This is an optimization exercise on Yosys and OpenROAD, whose aim is small area, not a production implementation. RTL that was checked went through simulation tests only; none was proved equivalent to the original. No driver is modelled on the clock port, so clocking that relies on it looks cheaper here than on a real chip. Power and IR drop assume default switching activity.

orange:
## fcp
module fcp #(
    parameter PMAX = 64                  
) (
    input  wire        clk,
    input  wire        rst,              
    input  wire        req_valid,
    input  wire [35:0] req,
    output reg         rsp_valid,
    output wire [49:0] rsp
);
    localparam [3:0] OP_NOP      = 4'h0,
                     OP_CSINIT   = 4'h1,
                     OP_CSADD    = 4'h2,
                     OP_CSFIN    = 4'h3,
                     OP_ENCSTART = 4'h4,
                     OP_ENCPAY   = 4'h5,
                     OP_ENCEMIT  = 4'h6,
                     OP_ENCABORT = 4'h7,
                     OP_HDPUSH   = 4'h8,
                     OP_HDGET    = 4'h9,
                     OP_HDCLR    = 4'hA,
                     OP_PACK     = 4'hB,
                     OP_UNPACK   = 4'hC;
    localparam [1:0] ST_OK            = 2'd0,
                     ST_REFUSED_STATE = 2'd1,
                     ST_REFUSED_LEN   = 2'd2,
                     ST_ILLEGAL_OP    = 2'd3;
    localparam [1:0] E_IDLE = 2'd0,
                     E_FILL = 2'd1,
                     E_EMIT = 2'd2;
    wire [3:0]  opsel = req[35:32];
    wire [31:0] arg   = req[31:0];
    wire [7:0]  b     = arg[7:0];
    reg  [7:0]  acc;
    reg  [1:0]  estate;
    reg  [7:0]  t_type;
  ...
Size in the first run: about 1200 cells after synthesis, about 90 I/O pins, ~23000 sq um of cells after synthesis.
Settings: LEC_CHECK=0, CAP_MARGIN=20, CORE_MARGIN=2, CORE_UTILIZATION=40, PLACE_DENSITY=0.6, SLEW_MARGIN=20; clock period 5.0 ns.
run.sh (not shown) runs the stock make flow with config.mk's settings and CLKGATE_MAP_FILE= SYNTH_SCRIPT=/design/flow/synth_recipe.tcl, a recipe that flattens the netlist after the stock synthesis.
Per the final summary, orange finished and its layout is clean on timing, DRC and antenna.
For red, these inputs were changed with respect to orange:
- CTS_BUF_LIST now sky130_fd_sc_hd__clkbuf_4 sky130_fd_sc_hd__clkbuf_8, previously not set
Going from orange to red, routed wire length per instance shrank slightly.
orange → red: slew of the pin with the lowest slew margin moved up, clock-pin slew of the registers on the worst-case setup and hold paths has remained practically unchanged.
Function was not checked in any run of this note: the RTL went through the layout flow alone.

* * *

The RTL this note starts from:
==> flow/design.v <==
module fcp #(
    parameter PMAX = 64                  
) (
    input  wire        clk,
    input  wire        rst,              
    input  wire        req_valid,
    input  wire [35:0] req,
    output reg         rsp_valid,
    output wire [49:0] rsp
);
    localparam [3:0] OP_NOP      = 4'h0,
                     OP_CSINIT   = 4'h1,
                     OP_CSADD    = 4'h2,
                     OP_CSFIN    = 4'h3,
                     OP_ENCSTART = 4'h4,
                     OP_ENCPAY   = 4'h5,
                     OP_ENCEMIT  = 4'h6,
                     OP_ENCABORT = 4'h7,
                     OP_HDPUSH   = 4'h8,
                     OP_HDGET    = 4'h9,
                     OP_HDCLR    = 4'hA,
                     OP_PACK     = 4'hB,
                     OP_UNPACK   = 4'hC;
    localparam [1:0] ST_OK            = 2'd0,
                     ST_REFUSED_STATE = 2'd1,
                     ST_REFUSED_LEN   = 2'd2,
                     ST_ILLEGAL_OP    = 2'd3;
    localparam [1:0] E_IDLE = 2'd0,
                     E_FILL = 2'd1,
                     E_EMIT = 2'd2;
    wire [3:0]  opsel = req[35:32];
    wire [31:0] arg   = req[31:0];
    wire [7:0]  b     = arg[7:0];
    reg  [7:0]  acc;
    reg  [1:0]  estate;
    reg  [7:0]  t_type;
    reg  [7:0]  t_id;
    reg  [6:0]  t_len;       
    reg  [6:0]  cnt;         
    reg  [2:0]  hst;         
    reg  [47:0] hdr;         
    reg  [7:0]  pb [0:63];   
    reg  [31:0] rsp_lo;      
    reg  [1:0]  rsp_st;
    reg         rsp_hdget;   
    wire hvalid   = (hst == 3'd6);
    wire enc_idle = (estate == E_IDLE);
    wire enc_fill = (estate == E_FILL);
    wire enc_emit = (estate == E_EMIT);
    wire [6:0] cnt_inc  = cnt + 7'd1;
    wire       cnt_last = (cnt_inc == t_len);
    wire [5:0] lm1      = t_len[5:0] - 6'd1;    
    wire [2:0] sft      = ~lm1[2:0];
    wire [2:0] hk       = cnt[2:0] - 3'd2;      
    wire [7:0] pay_byte = (sft == 3'd7) ? pb[62] : pb[63];
    wire       is_start = (opsel == OP_ENCSTART);
    wire       ysel_len = (opsel == OP_ENCEMIT) || (opsel == OP_ENCABORT);
    wire       pending  = enc_fill || (enc_emit && cnt == 7'd122);
    wire [7:0] add_x    = is_start ? arg[7:0] : acc;
    wire [7:0] add_y    = is_start ? arg[15:8] : ysel_len ? {1'b0, t_len} : b;
    wire [7:0] add_s    = add_x + add_y + {7'd0, is_start | ysel_len};
    reg  [7:0] hdr_byte;
    always @(*) begin
        case (cnt[2:0])
            3'd2:    hdr_byte = ~add_s;
            3'd3:    hdr_byte = 8'h03;
            3'd4:    hdr_byte = t_type;
            3'd5:    hdr_byte = t_id;
            3'd6:    hdr_byte = {1'b0, t_len};
            default: hdr_byte = 8'h00;
        endcase
    end
    wire [7:0] emit_byte = cnt[6] ? hdr_byte : pay_byte;
    wire       len_big = (arg[31:16] > 16'd64);
    reg  [1:0]  status;
    reg  [31:0] data;
    always @(*) begin
        status = ST_OK;
        data   = 32'd0;
        case (opsel)
            OP_NOP, OP_ENCABORT, OP_HDCLR: ;
            OP_CSINIT, OP_CSADD:
                if (!enc_idle) status = ST_REFUSED_STATE;
            OP_CSFIN:
                if (!enc_idle) status = ST_REFUSED_STATE;
                else           data[7:0] = ~acc;
            OP_ENCSTART:
                if (!enc_idle)    status = ST_REFUSED_STATE;
                else if (len_big) status = ST_REFUSED_LEN;
            OP_ENCPAY:
                if (!enc_fill) status = ST_REFUSED_STATE;
            OP_ENCEMIT:
                if (!enc_emit) status = ST_REFUSED_STATE;
                else           data[8:0] = {cnt_last, emit_byte};
            OP_HDPUSH:
                data[0] = (hst == 3'd5);
            OP_HDGET:
                if (!hvalid) status = ST_REFUSED_STATE;
                else         data = hdr[31:0];
            OP_PACK:
                data = {arg[27:0], 4'b0000};
            OP_UNPACK:
                data = {arg[2:0], arg[3], arg[31:10], arg[9:4]};
            default:
                status = ST_ILLEGAL_OP;
        endcase
    end
    wire do_op = req_valid && !rst && (status == ST_OK);
    wire do_pay  = do_op && (opsel == OP_ENCPAY);
    wire do_emit = do_op && (opsel == OP_ENCEMIT);
    wire shift   = do_pay || (do_emit && (!cnt[6] || hk < sft));
    always @(posedge clk) begin
        if (rst) begin
            acc    <= 8'hFF;
            estate <= E_IDLE;
            hst    <= 3'd0;
        end else if (do_op) begin
            case (opsel)
                OP_CSINIT: acc <= 8'hFF;
                OP_CSADD:  acc <= add_s;
                OP_ENCSTART: begin
                    t_type <= arg[7:0];
                    t_id   <= arg[15:8];
                    t_len  <= arg[22:16];
                    acc    <= add_s;
                    if (arg[22:16] == 7'd0) begin
                        estate <= E_EMIT;
                        cnt    <= 7'd122;
                    end else begin
                        estate <= E_FILL;
                        cnt    <= 7'd0;
                    end
                end
                OP_ENCPAY: begin
                    acc <= add_s;
                    if (cnt_last) begin
                        estate <= E_EMIT;
                        cnt    <= 7'd122;
                    end else begin
                        cnt    <= cnt_inc;
                    end
                end
                OP_ENCEMIT: begin
                    cnt <= cnt_inc;
                    if (pending)
                        acc <= add_s;
                    if (cnt_last)
                        estate <= E_IDLE;
                end
                OP_ENCABORT: begin
                    estate <= E_IDLE;
                    if (pending)
                        acc <= add_s;
                end
                OP_HDPUSH: begin
                    hdr    <= {b, hdr[47:8]};
                    hst    <= (hst == 3'd6) ? 3'd1 : hst + 3'd1;
                end
                OP_HDCLR:  hst <= 3'd0;
                default: ;
            endcase
        end
    end
    integer i;
    always @(posedge clk) begin
        if (shift) begin
            for (i = 1; i < 64; i = i + 1) begin
                if (i % 8 == 0 && lm1[5:3] == 3'd7 - i / 8)
                    pb[i] <= b;
                else
                    pb[i] <= pb[i-1];
            end
            pb[0] <= b;
        end
    end
    always @(posedge clk) begin
        if (rst) rsp_valid <= 1'b0;
        else     rsp_valid <= req_valid;
        rsp_st    <= status;
        rsp_lo    <= data;
        rsp_hdget <= (opsel == OP_HDGET) && hvalid;
    end
    assign rsp = {rsp_st, rsp_hdget ? hdr[47:32] : 16'd0, rsp_lo};
endmodule
==> flow/config.mk <==
export PLATFORM = sky130hd
export DESIGN_NAME = fcp
export DESIGN_NICKNAME = fcp
export VERILOG_FILES = /design/flow/design.v
export SDC_FILE = /design/flow/constraint.sdc
export NUM_CORES = 4
export LEC_CHECK = 0
export CAP_MARGIN = 20
export CORE_MARGIN = 2
export CORE_UTILIZATION = 40
export PLACE_DENSITY = 0.6
export SLEW_MARGIN = 20
==> flow/constraint.sdc <==
create_clock -name core_clock -period 5.0 [get_ports {clk}]
set_input_delay 1.0000 -clock core_clock [delete_from_list [all_inputs] [get_ports {clk}]]
set_output_delay 1.0000 -clock core_clock [all_outputs]
set_load 0.01 [all_outputs]
standard.sh (not shown) runs the stock make flow with config.mk's settings and CLKGATE_MAP_FILE= SYNTH_SCRIPT=/design/flow/synth_recipe.tcl, a recipe that flattens the netlist after the stock synthesis.
==> flow/flow/run.sh <==
#!/bin/bash
set -euo pipefail
export BUFFER_PORTS_ARGS="-buffer_cell sky130_fd_sc_hd__buf_1"
export CTS_ARGS="-sink_clustering_enable -repair_clock_nets -dont_use_dummy_load -sink_clustering_size 20 -sink_clustering_max_diameter 80 -buf_list {sky130_fd_sc_hd__clkbuf_8 sky130_fd_sc_hd__clkbuf_16}"
bash standard.sh finish > make.log 2>&1
The first run produced a clean layout.
==> next run, changes <==
==> flow/flow/run.sh (replaced) <==
#!/bin/bash
set -euo pipefail
export FLOW_EXTRA_DIR="$PWD/flow"
bash standard.sh synth > make_synth.log 2>&1
export BUFFER_PORTS_ARGS="-buffer_cell sky130_fd_sc_hd__buf_1"
export CTS_ARGS="-sink_clustering_enable -repair_clock_nets -dont_use_dummy_load -sink_clustering_size 25 -sink_clustering_max_diameter 100 -buf_list {sky130_fd_sc_hd__clkbuf_8 sky130_fd_sc_hd__clkbuf_16}"
export PRE_GLOBAL_PLACE_TCL="$FLOW_EXTRA_DIR/dont_use_big.tcl"
export PRE_RESIZE_TCL="$FLOW_EXTRA_DIR/dont_use_big.tcl"
export PRE_CTS_TCL="$FLOW_EXTRA_DIR/dont_use_big.tcl"
export POST_CTS_TCL="$FLOW_EXTRA_DIR/post_cts.tcl"
export PRE_GLOBAL_ROUTE_TCL="$FLOW_EXTRA_DIR/dont_use_big.tcl"
bash standard.sh finish > make.log 2>&1
==> flow/flow/dont_use_big.tcl (new file) <==
# Keep the resizer's buffering to small buffers and inverters: the high-fanout
# nets here (shift enables, selects) have plenty of slack at 5 ns.
set_dont_use {sky130_fd_sc_hd__buf_6 sky130_fd_sc_hd__buf_8 sky130_fd_sc_hd__buf_12 sky130_fd_sc_hd__buf_16 sky130_fd_sc_hd__bufbuf_8 sky130_fd_sc_hd__bufbuf_16 sky130_fd_sc_hd__inv_6 sky130_fd_sc_hd__inv_8 sky130_fd_sc_hd__inv_12 sky130_fd_sc_hd__inv_16 sky130_fd_sc_hd__clkinv_8 sky130_fd_sc_hd__clkinv_16 sky130_fd_sc_hd__bufinv_8 sky130_fd_sc_hd__bufinv_16}
==> flow/flow/post_cts.tcl (new file) <==
# After CTS: downsize cells on paths with slack (area/power recovery),
# then legalise the placement again.
source $::env(FLOW_EXTRA_DIR)/dont_use_big.tcl
estimate_parasitics -placement
repair_timing -recover_power 100 -verbose
detailed_placement
check_placement -verbose
The new run produced a clean layout; final cell count is about the same; total power fell by 4.7%; sequential share of layout area rose by 1.4 points; first-iteration DRC count is about the same; wire length is about the same; final area fell by 1.8%; setup slack is worse by 600 ps; maximum frequency fell by 14%; global-route usage fell by 0.23 points; non-clock buffer count rose by 14.

* * *

RTL: the design.v shown in full above, as it stands there.
Settings: LEC_CHECK=0, CAP_MARGIN=20, CORE_MARGIN=2, CORE_UTILIZATION=40, PLACE_DENSITY=0.6, SLEW_MARGIN=20; clock period 5.0 ns.
==> flow/flow/run.sh <==
#!/bin/bash
set -euo pipefail
export BUFFER_PORTS_ARGS="-buffer_cell sky130_fd_sc_hd__buf_1"
export CTS_ARGS="-sink_clustering_enable -repair_clock_nets -dont_use_dummy_load -sink_clustering_size 25 -sink_clustering_max_diameter 100 -buf_list {sky130_fd_sc_hd__clkbuf_8 sky130_fd_sc_hd__clkbuf_16}"
bash standard.sh finish > make.log 2>&1
Change:
==> flow/flow/run.sh (replaced) <==
#!/bin/bash
set -euo pipefail
export FLOW_EXTRA_DIR="$PWD/flow"
bash standard.sh synth > make_synth.log 2>&1
export BUFFER_PORTS_ARGS="-buffer_cell sky130_fd_sc_hd__buf_1"
export CTS_ARGS="-sink_clustering_enable -repair_clock_nets -dont_use_dummy_load -sink_clustering_size 27 -sink_clustering_max_diameter 100 -buf_list {sky130_fd_sc_hd__clkbuf_8 sky130_fd_sc_hd__clkbuf_16} -root_buf sky130_fd_sc_hd__clkbuf_8 -tree_buf sky130_fd_sc_hd__clkbuf_8"
export PRE_GLOBAL_PLACE_TCL="$FLOW_EXTRA_DIR/dont_use_big.tcl"
export PRE_RESIZE_TCL="$FLOW_EXTRA_DIR/dont_use_big.tcl"
export PRE_CTS_TCL="$FLOW_EXTRA_DIR/dont_use_big.tcl"
export POST_CTS_TCL="$FLOW_EXTRA_DIR/post_cts.tcl"
export PRE_GLOBAL_ROUTE_TCL="$FLOW_EXTRA_DIR/dont_use_big.tcl"
bash standard.sh finish > make.log 2>&1
==> flow/flow/dont_use_big.tcl (new file) <==
# Keep the resizer's buffering to small buffers and inverters: the high-fanout
# nets here (shift enables, selects) have plenty of slack at 5 ns.
set_dont_use {sky130_fd_sc_hd__buf_6 sky130_fd_sc_hd__buf_8 sky130_fd_sc_hd__buf_12 sky130_fd_sc_hd__buf_16 sky130_fd_sc_hd__bufbuf_8 sky130_fd_sc_hd__bufbuf_16 sky130_fd_sc_hd__inv_6 sky130_fd_sc_hd__inv_8 sky130_fd_sc_hd__inv_12 sky130_fd_sc_hd__inv_16 sky130_fd_sc_hd__clkinv_8 sky130_fd_sc_hd__clkinv_16 sky130_fd_sc_hd__bufinv_8 sky130_fd_sc_hd__bufinv_16}
==> flow/flow/post_cts.tcl (new file) <==
# After CTS: downsize cells on paths with slack (area/power recovery),
# then legalise the placement again.
source $::env(FLOW_EXTRA_DIR)/dont_use_big.tcl
estimate_parasitics -placement
repair_timing -recover_power 100 -verbose
detailed_placement
check_placement -verbose
Critical path depth came out lower by 4; sequential share of layout area climbs by 0.92 points; clock-buffer cell count is lower by 1; design area fell by 1.2%; routed wire length grows by 1.1%; via count increases by 0.66%; power shrinks by 1.3%; die area stays the same.

[static timing again, ports no longer ideal]
Ports are ideal in the flow. The routed layouts listed here were re-timed in OpenROAD.
Step 1 (the two cells are an assumption about what drives the block):
set clk [get_ports {clk}]
set_driving_cell -lib_cell sky130_fd_sc_hd__clkbuf_16 $clk
set_driving_cell -lib_cell sky130_fd_sc_hd__buf_2 [delete_from_list [all_inputs] $clk]
Step 2, shift: input delay + t, output delay - t, t = (earliest + latest rising clock arrival at the registers) / 2. This alone moves slack from input paths to output paths.
Slacks: ideal / step 1 / step 2; pairs: ideal / step 1.
run | shift t [ns] | slack for setup (ns) | worst setup path after step 2 | worst register clock-pin slew, ns
orange | 0.674 | 1.527 / 1.554 / 0.880 | input to register | 0.07 / 0.07
red | 0.720 | 1.563 / 1.589 / 0.870 | input to register | 0.07 / 0.07
the first run of note 2 | 0.609 | 1.310 / 1.332 / 0.723 | input to register | 0.08 / 0.08
the second run of note 2 | 0.630 | 0.705 / 0.728 / 0.098 | input to register | 0.10 / 0.10
the first run of note 3 | 0.633 | 1.351 / 1.377 / 0.743 | input to register | 0.10 / 0.10
the second run of note 3 | 0.740 | 0.692 / 0.711 / -0.029 | input to register | 0.10 / 0.10
With both steps, setup timing fails in the second run of note 3, where it was met with ideal ports. For the second run of note 3, which loses most, drivers alone change the setup slack by +0.019 ns; drivers and shift together by -0.721 ns.
